Background: an optimization exercise with open tools, aiming at a short achievable clock period and few clock cycles. Do not read the settings as production practice.
The RTL was checked by simulation tests, not by an equivalence proof against the original design.

### flow/run.sh
#!/bin/bash
# synth_recipe.tcl (not shown) runs the flow's synth.tcl, then flattens the netlist and writes it again
# the make line also repeats each setting of config.mk as NAME=value (left out here)
make -C /OpenROAD-flow-scripts/flow DESIGN_CONFIG=/design/flow/config.mk WORK_HOME=/design/flow/orfs CLKGATE_MAP_FILE= SYNTH_SCRIPT=/design/flow/synth_recipe.tcl finish
### flow/constraint.sdc
create_clock -name core_clock -period 12.0 [get_ports {clk}]
set_input_delay 2.4000 -clock core_clock [delete_from_list [all_inputs] [get_ports {clk}]]
set_output_delay 2.4000 -clock core_clock [all_outputs]
set_load 0.01 [all_outputs]
### flow/config.mk
export PLATFORM = sky130hd
export DESIGN_NAME = bech32_engine
export DESIGN_NICKNAME = bech32_engine
export VERILOG_FILES = /design/flow/design.v
export SDC_FILE = /design/flow/constraint.sdc
export NUM_CORES = 4
export LEC_CHECK = 0
export CAP_MARGIN = 20
export CORE_MARGIN = 2
export CORE_UTILIZATION = 25
export PLACE_DENSITY = 0.45
export SLEW_MARGIN = 20
### flow/design.v
module bech32_engine (
    input  wire        clk,
    input  wire        rst_n,
    input  wire        cmd_valid,
    output wire        cmd_ready,
    input  wire [31:0] cmd_word,
    output wire        rsp_valid,
    input  wire        rsp_ready,
    output wire [3:0]  rsp_code,
    output wire [31:0] rsp_data
);
    localparam PAY_DEPTH = 256;
    localparam PAY_AW    = 8;
    localparam C_OK = 4'd0, C_END = 4'd1, C_ILLEGAL = 4'd2, C_VALUE = 4'd3,
               C_PADDING = 4'd4, C_CHECKSUM = 4'd5, C_RP_FAILED = 4'd6,
               C_PAY_FULL = 4'd7, C_PAY_ADDR = 4'd8, C_TF_SHORT = 4'd9,
               C_TF_STATE = 4'd10;
    localparam OP_NOP = 8'h00, OP_SRST = 8'h01, OP_RD_REG = 8'h02, OP_CLR_ERR = 8'h03,
               OP_RP_CFG = 8'h10, OP_RP_PUSH = 8'h11, OP_RP_FLUSH = 8'h12,
               OP_CS_INIT = 8'h20, OP_CS_HRP_HI = 8'h21, OP_CS_HRP_SEP = 8'h22,
               OP_CS_HRP_LO = 8'h23, OP_CS_SYM = 8'h24, OP_CS_GEN = 8'h25,
               OP_CS_VERIFY = 8'h26, OP_PAY_CLR = 8'h30, OP_PAY_PUSH = 8'h31,
               OP_PAY_RD = 8'h32, OP_TF_START = 8'h38, OP_TF_NEXT = 8'h39;
    localparam S_IDLE  = 4'd0,   
               S_EXEC  = 4'd1,   
               S_RPLP  = 4'd2,   
               S_GEN   = 4'd3,   
               S_TS    = 4'd4,   
               S_HDR1  = 4'd5,   
               S_HDR2  = 4'd6,   
               S_VAL   = 4'd7,   
               S_REC   = 4'd8,   
               S_RSP   = 4'd9;   
    localparam [29:0] GEN0 = 30'h3b6a57b2, GEN1 = 30'h26508e6d, GEN2 = 30'h1ea119fa,
                      GEN3 = 30'h3d4233dd, GEN4 = 30'h2a1462b3;
    function [29:0] poly_step;
        input [29:0] c;
        input [4:0]  v;
        reg   [4:0]  b;
        reg   [29:0] n;
        begin
            b = c[29:25];
            n = {c[24:0], v};
            if (b[0]) n = n ^ GEN0;
            if (b[1]) n = n ^ GEN1;
            if (b[2]) n = n ^ GEN2;
            if (b[3]) n = n ^ GEN3;
            if (b[4]) n = n ^ GEN4;
            poly_step = n;
        end
    endfunction
    reg  [3:0]  state;
    reg  [31:0] cmd;
    reg  [3:0]  r_code;
    reg  [31:0] r_data;
    reg  [3:0]  rp_from, rp_to;
    reg         rp_pad;
    reg  [14:0] rp_acc;
    reg  [3:0]  rp_bits;
    reg         rp_fail;
    reg  [3:0]  lp_n;        
    reg  [14:0] lp_out;      
    reg  [29:0] cs_chk, cs_cks;
    reg         cs_cks_valid;
    reg  [29:0] gen_t;
    reg  [2:0]  gen_i;
    reg  [4:0]  pay [0:PAY_DEPTH-1];
    reg  [12:0] pay_wptr;
    reg  [1:0]  tf_phase, tf_stop;
    reg  [12:0] tf_pos, tf_end, tf_vstart;
    reg  [34:0] tf_ts;
    reg  [15:0] tf_cnt;
    reg         rec_valid, rec_xovf;
    reg  [4:0]  rec_tag;
    reg  [9:0]  rec_len, rec_nbytes;
    reg  [2:0]  rec_class;
    reg  [1:0]  rec_fstat;
    reg  [63:0] tf_xval;
    reg  [12:0] wk_addr;     
    reg  [9:0]  wk_cnt;      
    reg  [4:0]  wk_tag, wk_hi, wk_last;
    reg  [9:0]  wk_len;
    reg  [63:0] wk_x;
    reg         wk_xovf;
    reg  [34:0] ts_acc;
    reg  [15:0] err_flags;
    reg         ef_valid;
    reg  [3:0]  ef_code;
    reg  [7:0]  ef_op;
    wire [7:0]  op      = cmd[31:24];
    wire [7:0]  zero    = cmd[23:16];
    wire [15:0] operand = cmd[15:0];
    reg  [4:0]  opw;         
    reg         op_known;
    always @(*) begin
        op_known = 1'b1;
        case (op)
            OP_NOP, OP_SRST, OP_CLR_ERR, OP_RP_FLUSH, OP_CS_INIT, OP_CS_HRP_SEP,
            OP_CS_GEN, OP_CS_VERIFY, OP_PAY_CLR, OP_TF_NEXT: opw = 5'd0;
            OP_RD_REG, OP_CS_SYM, OP_PAY_PUSH:                opw = 5'd5;
            OP_RP_CFG:                                        opw = 5'd7;
            OP_RP_PUSH, OP_CS_HRP_HI, OP_CS_HRP_LO:           opw = 5'd8;
            OP_PAY_RD:                                        opw = 5'd12;
            OP_TF_START:                                      opw = 5'd13;
            default: begin opw = 5'd0; op_known = 1'b0; end
        endcase
    end
    wire [15:0] over_mask = 16'hffff << opw;
    wire        illegal   = !op_known || (zero != 8'd0) || ((operand & over_mask) != 16'd0);
    reg  [12:0] rd_addr;
    wire [4:0]  rd_data = pay[rd_addr[PAY_AW-1:0]];
    reg  [31:0] reg_val;
    always @(*) begin
        case (operand[4:0])
            5'd0:  reg_val = 32'h42433330;
            5'd1:  reg_val = {10'd0, cs_cks_valid, tf_stop, tf_phase, rp_fail, err_flags};
            5'd2:  reg_val = {ef_valid, 19'd0, ef_op, ef_code};
            5'd3:  reg_val = {2'd0, cs_chk};
            5'd4:  reg_val = {cs_cks_valid, 1'b0, cs_cks};
            5'd5:  reg_val = {25'd0, rp_pad, rp_tm1[2:0], rp_fm1[2:0]};
            5'd6:  reg_val = {12'd0, rp_bits, 1'b0, rp_acc};
            5'd7:  reg_val = {19'd0, pay_wptr};
            5'd8:  reg_val = {19'd0, tf_pos};
            5'd9:  reg_val = {19'd0, tf_end};
            5'd10: reg_val = {rec_valid, rec_xovf, rec_nbytes, rec_fstat, rec_class, rec_tag, rec_len};
            5'd11: reg_val = {19'd0, tf_vstart};
            5'd12: reg_val = tf_ts[31:0];
            5'd13: reg_val = {29'd0, tf_ts[34:32]};
            5'd14: reg_val = tf_xval[31:0];
            5'd15: reg_val = tf_xval[63:32];
            5'd16: reg_val = {16'd0, tf_cnt};
            default: reg_val = 32'd0;
        endcase
    end
    wire [3:0]  rp_fm1    = rp_from - 4'd1;
    wire [3:0]  rp_tm1    = rp_to - 4'd1;
    wire [3:0]  rp_w      = rp_from + rp_to - 4'd1;              
    wire [14:0] rp_wmask  = ~(15'h7fff << rp_w);
    wire [22:0] rp_shift  = {8'd0, rp_acc} << rp_from;
    wire [14:0] rp_newacc = (rp_shift[14:0] | {7'd0, operand[7:0]}) & rp_wmask;
    wire [8:0]  rp_vlimit = 9'd1 << rp_from;
    wire [7:0]  rp_tomask = ~(8'hff << rp_to);
    wire [3:0]  lp_bits_n = rp_bits - rp_to;
    wire [14:0] lp_grp    = (rp_acc >> lp_bits_n) & {7'd0, rp_tomask};
    wire [3:0]  fl_sh     = rp_to - rp_bits;
    wire [22:0] fl_shift  = {8'd0, rp_acc} << fl_sh;
    wire [7:0]  fl_g      = fl_shift[7:0] & rp_tomask;
    wire [12:0] tf_rem    = tf_end - tf_pos;
    wire [9:0]  hdr_len   = {wk_hi, rd_data};
    wire [12:0] vs        = tf_pos + 13'd3;
    wire [12:0] len5      = {3'd0, wk_len} * 13'd5;
    wire [2:0]  pad_bits  = len5[2:0];
    wire [9:0]  nbytes    = len5[12:3];
    wire [4:0]  pad_mask  = ~(5'h1f << pad_bits);
    wire        pad_bad   = (pad_bits >= 3'd5) || ((wk_last & pad_mask) != 5'd0);
    assign cmd_ready = (state == S_IDLE);
    assign rsp_valid = (state == S_RSP);
    assign rsp_code  = r_code;
    assign rsp_data  = r_data;
    always @(*) begin
        case (state)
            S_EXEC:  rd_addr = (op == OP_PAY_RD) ? {1'b0, operand[11:0]} : tf_pos;
            default: rd_addr = wk_addr;
        endcase
    end
    task reset_all;
        begin
            rp_from <= 4'd8; rp_to <= 4'd5; rp_pad <= 1'b1;
            rp_acc <= 15'd0; rp_bits <= 4'd0; rp_fail <= 1'b0;
            cs_chk <= 30'd1; cs_cks <= 30'd0; cs_cks_valid <= 1'b0;
            pay_wptr <= 13'd0;
            tf_clear;
            err_flags <= 16'd0; ef_valid <= 1'b0; ef_code <= 4'd0; ef_op <= 8'd0;
        end
    endtask
    task tf_clear;
        begin
            tf_phase <= 2'd0; tf_stop <= 2'd0; tf_pos <= 13'd0; tf_end <= 13'd0;
            tf_ts <= 35'd0; tf_cnt <= 16'd0;
            rec_clear;
        end
    endtask
    task rec_clear;
        begin
            rec_valid <= 1'b0; rec_tag <= 5'd0; rec_len <= 10'd0; rec_class <= 3'd0;
            rec_fstat <= 2'd0; rec_nbytes <= 10'd0; rec_xovf <= 1'b0;
            tf_vstart <= 13'd0; tf_xval <= 64'd0;
        end
    endtask
    task respond;
        input [3:0]  code;
        input [31:0] data;
        begin
            r_code <= code;
            r_data <= data;
            state  <= S_RSP;
        end
    endtask
    task raise;
        input [3:0] code;
        begin
            err_flags[code] <= 1'b1;
            if (!ef_valid) begin
                ef_valid <= 1'b1;
                ef_code  <= code;
                ef_op    <= op;
            end
            respond(code, 32'd0);
        end
    endtask
    always @(posedge clk) begin
        if (!rst_n) begin
            state  <= S_IDLE;
            r_code <= 4'd0;
            r_data <= 32'd0;
            reset_all;
        end else begin
            case (state)
            S_IDLE: begin
                if (cmd_valid) begin
                    cmd   <= cmd_word;
                    state <= S_EXEC;
                end
            end
            S_EXEC: begin
                if (illegal) begin
                    raise(C_ILLEGAL);
                end else begin
                    case (op)
                    OP_NOP: respond(C_OK, 32'd0);
                    OP_SRST: begin
                        reset_all;
                        respond(C_OK, 32'd0);
                    end
                    OP_RD_REG: begin
                        if (operand[4:0] > 5'd16) raise(C_ILLEGAL);
                        else respond(C_OK, reg_val);
                    end
                    OP_CLR_ERR: begin
                        err_flags <= 16'd0; ef_valid <= 1'b0; ef_code <= 4'd0; ef_op <= 8'd0;
                        respond(C_OK, {16'd0, err_flags});
                    end
                    OP_RP_CFG: begin
                        rp_from <= {1'b0, operand[2:0]} + 4'd1;
                        rp_to   <= {1'b0, operand[5:3]} + 4'd1;
                        rp_pad  <= operand[6];
                        rp_acc  <= 15'd0; rp_bits <= 4'd0; rp_fail <= 1'b0;
                        respond(C_OK, 32'd0);
                    end
                    OP_RP_PUSH: begin
                        if (rp_fail) raise(C_RP_FAILED);
                        else if ({1'b0, operand[7:0]} >= rp_vlimit) begin
                            rp_fail <= 1'b1;
                            raise(C_VALUE);
                        end else begin
                            rp_acc  <= rp_newacc;
                            rp_bits <= rp_bits + rp_from;
                            lp_n    <= 4'd0;
                            lp_out  <= 15'd0;
                            state   <= S_RPLP;
                        end
                    end
                    OP_RP_FLUSH: begin
                        if (rp_fail) raise(C_RP_FAILED);
                        else begin
                            rp_acc <= 15'd0; rp_bits <= 4'd0;
                            if (rp_pad) begin
                                if (rp_bits != 4'd0) respond(C_OK, {4'd1, 20'd0, fl_g});
                                else respond(C_OK, 32'd0);
                            end else if (rp_bits >= rp_from || fl_g != 8'd0) begin
                                raise(C_PADDING);
                            end else begin
                                respond(C_OK, 32'd0);
                            end
                        end
                    end
                    OP_CS_INIT: begin
                        cs_chk <= 30'd1; cs_cks <= 30'd0; cs_cks_valid <= 1'b0;
                        respond(C_OK, 32'd1);
                    end
                    OP_CS_HRP_HI, OP_CS_HRP_SEP, OP_CS_HRP_LO, OP_CS_SYM: begin
                        cs_chk <= poly_step(cs_chk, (op == OP_CS_HRP_HI)  ? {2'd0, operand[7:5]} :
                                                    (op == OP_CS_HRP_SEP) ? 5'd0 : operand[4:0]);
                        respond(C_OK, {2'd0, poly_step(cs_chk, (op == OP_CS_HRP_HI)  ? {2'd0, operand[7:5]} :
                                                               (op == OP_CS_HRP_SEP) ? 5'd0 : operand[4:0])});
                    end
                    OP_CS_GEN: begin
                        gen_t <= cs_chk;
                        gen_i <= 3'd0;
                        state <= S_GEN;
                    end
                    OP_CS_VERIFY: begin
                        if (cs_chk == 30'd1) respond(C_OK, 32'd1);
                        else raise(C_CHECKSUM);
                    end
                    OP_PAY_CLR: begin
                        pay_wptr <= 13'd0;
                        tf_clear;
                        respond(C_OK, 32'd0);
                    end
                    OP_PAY_PUSH: begin
                        if (pay_wptr == PAY_DEPTH) raise(C_PAY_FULL);
                        else begin
                            pay[pay_wptr[PAY_AW-1:0]] <= operand[4:0];
                            pay_wptr <= pay_wptr + 13'd1;
                            respond(C_OK, {19'd0, pay_wptr + 13'd1});
                        end
                    end
                    OP_PAY_RD: begin
                        if ({1'b0, operand[11:0]} >= pay_wptr) raise(C_PAY_ADDR);
                        else respond(C_OK, {27'd0, rd_data});
                    end
                    OP_TF_START: begin
                        if (operand[12:0] > pay_wptr) raise(C_PAY_ADDR);
                        else if (operand[12:0] < 13'd7) raise(C_TF_SHORT);
                        else begin
                            wk_addr <= 13'd0;
                            ts_acc  <= 35'd0;
                            state   <= S_TS;
                        end
                    end
                    OP_TF_NEXT: begin
                        if (tf_phase == 2'd0) raise(C_TF_STATE);
                        else if (tf_phase == 2'd2) respond(C_END, {30'd0, tf_stop});
                        else if (tf_rem < 13'd3) begin
                            tf_phase <= 2'd2;
                            tf_stop  <= (tf_rem == 13'd0) ? 2'd1 : 2'd2;
                            respond(C_END, (tf_rem == 13'd0) ? 32'd1 : 32'd2);
                        end else begin
                            wk_tag  <= rd_data;       
                            wk_addr <= tf_pos + 13'd1;
                            state   <= S_HDR1;
                        end
                    end
                    default: raise(C_ILLEGAL);
                    endcase
                end
            end
            S_RPLP: begin
                if (rp_bits >= rp_to) begin
                    rp_bits <= lp_bits_n;
                    lp_out  <= (lp_out << rp_to) | lp_grp;
                    lp_n    <= lp_n + 4'd1;
                end else begin
                    respond(C_OK, {lp_n, 13'd0, lp_out});
                end
            end
            S_GEN: begin
                if (gen_i == 3'd6) begin
                    cs_cks       <= gen_t ^ 30'd1;
                    cs_cks_valid <= 1'b1;
                    respond(C_OK, {2'd0, gen_t ^ 30'd1});
                end else begin
                    gen_t <= poly_step(gen_t, 5'd0);
                    gen_i <= gen_i + 3'd1;
                end
            end
            S_TS: begin
                if (wk_addr == 13'd7) begin
                    tf_ts    <= ts_acc;
                    tf_pos   <= 13'd7;
                    tf_end   <= operand[12:0];
                    tf_cnt   <= 16'd0;
                    tf_phase <= 2'd1;
                    tf_stop  <= 2'd0;
                    rec_clear;
                    respond(C_OK, ts_acc[31:0]);
                end else begin
                    ts_acc  <= {ts_acc[29:0], rd_data};
                    wk_addr <= wk_addr + 13'd1;
                end
            end
            S_HDR1: begin
                wk_hi   <= rd_data;
                wk_addr <= wk_addr + 13'd1;
                state   <= S_HDR2;
            end
            S_HDR2: begin
                if ({3'd0, hdr_len} > tf_rem - 13'd3) begin
                    tf_phase <= 2'd2;
                    tf_stop  <= 2'd3;
                    respond(C_END, 32'd3);
                end else begin
                    wk_len  <= hdr_len;
                    wk_cnt  <= hdr_len;
                    wk_addr <= wk_addr + 13'd1;
                    wk_x    <= 64'd0;
                    wk_xovf <= 1'b0;
                    wk_last <= 5'd0;
                    state   <= S_VAL;
                end
            end
            S_VAL: begin
                if (wk_cnt == 10'd0) begin
                    state <= S_REC;
                end else begin
                    wk_xovf <= wk_xovf | (wk_x[63:59] != 5'd0);
                    wk_x    <= {wk_x[58:0], rd_data};
                    wk_last <= rd_data;
                    wk_addr <= wk_addr + 13'd1;
                    wk_cnt  <= wk_cnt - 10'd1;
                end
            end
            S_REC: begin : rec
                reg [2:0]  cls;
                reg [1:0]  fst;
                reg [9:0]  nb;
                reg [63:0] xv;
                reg        xo;
                case (wk_tag)
                    5'd1:    cls = 3'd1;
                    5'd13:   cls = 3'd2;
                    5'd23:   cls = 3'd3;
                    5'd6:    cls = 3'd4;
                    default: cls = 3'd0;
                endcase
                fst = 2'd0; nb = 10'd0; xv = 64'd0; xo = 1'b0;
                case (cls)
                    3'd1, 3'd3: begin
                        if (pad_bad) begin fst = 2'd2; nb = 10'd0; end
                        else if (nbytes != 10'd32) begin fst = 2'd1; nb = nbytes; end
                        else begin fst = 2'd0; nb = nbytes; end
                    end
                    3'd2: begin
                        if (pad_bad) begin fst = 2'd2; nb = 10'd0; end
                        else begin fst = 2'd0; nb = nbytes; end
                    end
                    3'd4: begin xv = wk_x; xo = wk_xovf; end
                    default: ;
                endcase
                tf_pos     <= vs + {3'd0, wk_len};
                tf_cnt     <= tf_cnt + 16'd1;
                tf_vstart  <= vs;
                rec_valid  <= 1'b1;
                rec_tag    <= wk_tag;
                rec_len    <= wk_len;
                rec_class  <= cls;
                rec_fstat  <= fst;
                rec_nbytes <= nb;
                rec_xovf   <= xo;
                tf_xval    <= xv;
                respond(C_OK, {1'b1, xo, nb, fst, cls, wk_tag, wk_len});
            end
            S_RSP: begin
                if (rsp_ready) state <= S_IDLE;
            end
            default: state <= S_IDLE;
            endcase
        end
    end
endmodule
==> run notes <==
[worst max-delay path by stage]
| stage | start | endpoint | slack [ns] | cells past startpoint |
|---|---|---|---|---|
| 2_1_floorplan | cmd[0] | wk_addr[0] | 1.63 | 23 |
| 4_1_cts | state[0] | wk_x[11] | 2.32 | 21 |
| 5_1_grt | state[0] | wk_x[11] | 1.94 | 21 |
| 3_3_place_gp | state[0] | wk_x[14] | 2.09 | 20 |
| 6_report | state[0] | wk_x[11] | 2.12 | 21 |
| 3_5_place_dp | state[0] | wk_x[11] | 2.35 | 21 |
[metal layers]
| layer | part of all wire (%) | global-route usage (%) |
|---|---|---|
| met5 | 0.0036 | 0 |
| met4 | 4.3 | 7.60 |
| met3 | 8.7 | 3.75 |
| met2 | 45 | 31.0 |
| met1 | 42 | 27.4 |
[placed cells by master (no fill, tap or decap), types with 50 or more instances in the layout]
master           Yosys  routed
o21ai_0            202     198
buf_4               27     201
xnor2_1            126     126
nor2_1             779     760
a31oi_1            113     111
and3_1              52      50
mux2i_1            209     209
a21oi_1            462     460
inv_1              106     105
a22oi_1            305     305
nand4_1             58      58
clkbuf_16            0     214
dfxtp_1            360     360
clkdlybuf4s50_1      0      72
ha_1               122     121
nand3_1            359     357
nor3_1              94      85
a211oi_1            82      81
and2_1             102     102
xor2_1              68      67
edfxtp_1          1507    1507
a221oi_1            56      56
nand2_1           1198    1194
[worst min-delay path: stages, from the launching register on]
cell	delay, ns
dfxtp_1	0.31
nand2_1	0.05
a21oi_1	0.05
[power breakdown]
part,total (mW),switching [mW],internal (mW)
Sequential,7.15,0.0845,7.06
Combinational,3.39,2.47,0.926
Clock,6.43,2.75,3.68
[flip-flops by register name, indices dropped and copies added, names as in the netlist, 15 cells and up, named ones only]
signal,count
cmd,32
cs_chk,30
lp_out,15
tf_ts,35
tf_xval,64
pay,1280
cs_cks,30
ts_acc,35
rp_acc,15
gen_t,30
r_data,32
wk_x,60
tf_cnt,16
[cells by family (layout without fill, tap and decap cells)]
group	Yosys count	count (layout)	synth area share (%)
simple gates	2860	2860	14.9
flops	1867	1867	61.8
compound gates	1632	1632	12.8
buf+inv	635	769	3.47
mux	244	244	3.03
xor+xnor	194	194	2.00
fa+ha+maj	131	131	1.99
other cells	0	7	0
[cell type report]
type,count,area [µm²]
Multi-Input combinational cell,5061,29900
Inverter,109,417
Clock inverter,103,968
Tap cell,4536,5680
Fill cell,34900,241000
Clock buffer,270,5700
Timing Repair Buffer,287,2470
Sequential cell,1867,52500
Antenna cell,7,17.5
[metrics by stage]
step | instance area, µm² | instances | worst slack, ns | utilization (%)
floorplan | 84900 | 7563 | 1.63 | -
global placement | 90900 | 11900 | 2.09 | 26.8
detailed placement | 90900 | 11900 | 2.35 | 26.8
CTS | 97600 | 12200 | 2.32 | 28.8
global route | 97600 | 12200 | 1.94 | 28.8
finish | 97700 | 12200 | 2.12 | 28.8
==> flow_metrics.tcl <==
set metrics [dict create \
    status "complete, no violations" \
    clockBufferDepth 4 \
    worst_pin_slew_ns 1.13 \
    crit_slowest_cell "or4b_1" \
    synth_top_area_share_pct 53.3 \
    synth_warnings 1 \
    drive_above_1_share_pct 8.51 \
    reg2reg_from "state[0]" \
    path_delay_family "compound AO/OA/AOI/OAI gates" \
    path_clk_slew_ns 0.06 \
    hold_path_end "cs_cks[28]" \
    setup_viol 0 \
    hold_class "flip-flop to flip-flop" \
    rr_worst_depth 21 \
    tritoncts "done" \
    dieHeight_um 587 \
    final_nets 7701 \
    whs_path_depth 2 \
    reg2reg_to "wk_x[11]" \
    ctsRootBufferMaster "clkbuf_16" \
    antenna_found_initial 20 \
    grt_pass1_wl_um 497000 \
    routed_wl_um 357000 \
    hpwl_um 237000 \
    synth.largest_area_cell "edfxtp_1" \
    grt_max_degree 214 \
    cp_common_cell "a21oi_1" \
    r2r_setup_slack_ns 2.12 \
    worst_clock_skew_ns 0.120 \
    cts_hold_buf 0 \
    hp-start "cs_cks[28]" \
    cap_violations 0 \
    first_iter_violations 9017 \
    cts_buffers 210 \
    syn_to_final_growth_pct 15.0 \
    postSynthCellCount 7563 \
    ant_nets 0 \
    vias_per_cell 5.31 \
    placementRows 214 \
    rsz0062_at_grt "no" \
    cp_cell_sequence "or4b_1 -> a211oi_2 -> or3_4 -> buf_4 -> a221oi_1 -> nor3_1 -> nor3_1 -> a21oi_1 -> o21ai_1 -> nor4b_4 -> inv_1 -> ha_1 -> o21ai_0 -> a21oi_1 -> o21ai_0 -> a21oi_1 -> o311ai_0 -> a21oi_1 -> nor2_1 -> o21a_4 -> buf_4" \
    synth_edf_count 1507 \
    gr-total-overflow 0 \
    port_buffers 73 \
    firstDrtPassIters 7 \
    grt_pass1_vias 61800 \
    worst_setup_path_start_kind "flip-flop" \
    yosysMostFrequentCell "edfxtp_1" \
    wl_per_cell_um 29.2 \
    total_power_mw 17.0 \
    die_area_um2 344000 \
    yosysUniqueCellTypes 105 \
    core_area_um2 339000 \
    ys_seq_area_share_pct 61.8 \
    cpPeakStageDelay_ns 0.88 \
    fin_crit_sh_pct 82.4 \
    synth_top_flop_cell "edfxtp_1" \
    cp.required_ns 12.50 \
    drc 0 \
    path_max_fanout 55 \
    crit_arrival_ns 10.38 \
    min_period_ns 9.88 \
    hold-worst-slack_ns 0.455 \
    die_width_um 587 \
    tns_ns 0 \
    synth_seq_cells 1867 \
    powerDensity_nw_per_um2 174 \
    fmax_ghz 0.101 \
    globalplace.congestion 0.946 \
    peakVddDrop_mv 0.120 \
    num_vias 65000 \
    slew_headroom_pct 24.7 \
    cts_setup_buffers 0 \
    endpoint_kind "flip-flop" \
    num_io_pins 74 \
    start_util_pct 25.1 \
    syn-num-nets 7728 \
    synth_area_per_cell_um2 11.2 \
    synth.area.top_cells "edfxtp_1, dfxtp_1, nand2_1, nor2_1, a21oi_1" \
    synth-async-reset-ratio_pct 0 \
    crit_type "flip-flop to flip-flop" \
    cp.buffers_inverters 3 \
    syn_area_um2 84900 \
    clk_latency_ns 0.93 \
    cts_resized 0 \
    power.leakage_nw 31.9 \
    h-tree-depth 4 \
    synthTopCellsByCount "edfxtp_1, nand2_1, nor2_1" \
    drv_slew 0 \
    clock_sinks 1867 \
    finalHoldViolCount 0 \
    grt_use_total_pct 19.9 \
]
Testbench counts, summed over its fixed seeds: cycles 87,454.

## what the ideal ports hide
How much do the figures lean on ideal ports? The routed layout below was timed once more, with nothing changed but the port constraints. Step 1, drivers: a clkbuf_16 drives clk and a buf_2 each remaining input, both assumed. Step 2 times the ports against the registers' clock, not the clock port: input delays grow and output delays shrink by t, the midpoint of the rising clock arrivals with the driver on. a / b / c = ideal ports / drivers / drivers and shift; a / b = the first two.
t, ns: 0.962
slack for setup (ns): 2.118 / 2.118 / 2.118
worst register clock-pin slew, ns: 0.07 / 0.07
After both steps setup and hold are still met in this run. For this run, drivers alone change the setup slack by 0.000 ns; drivers and shift together by 0.000 ns.
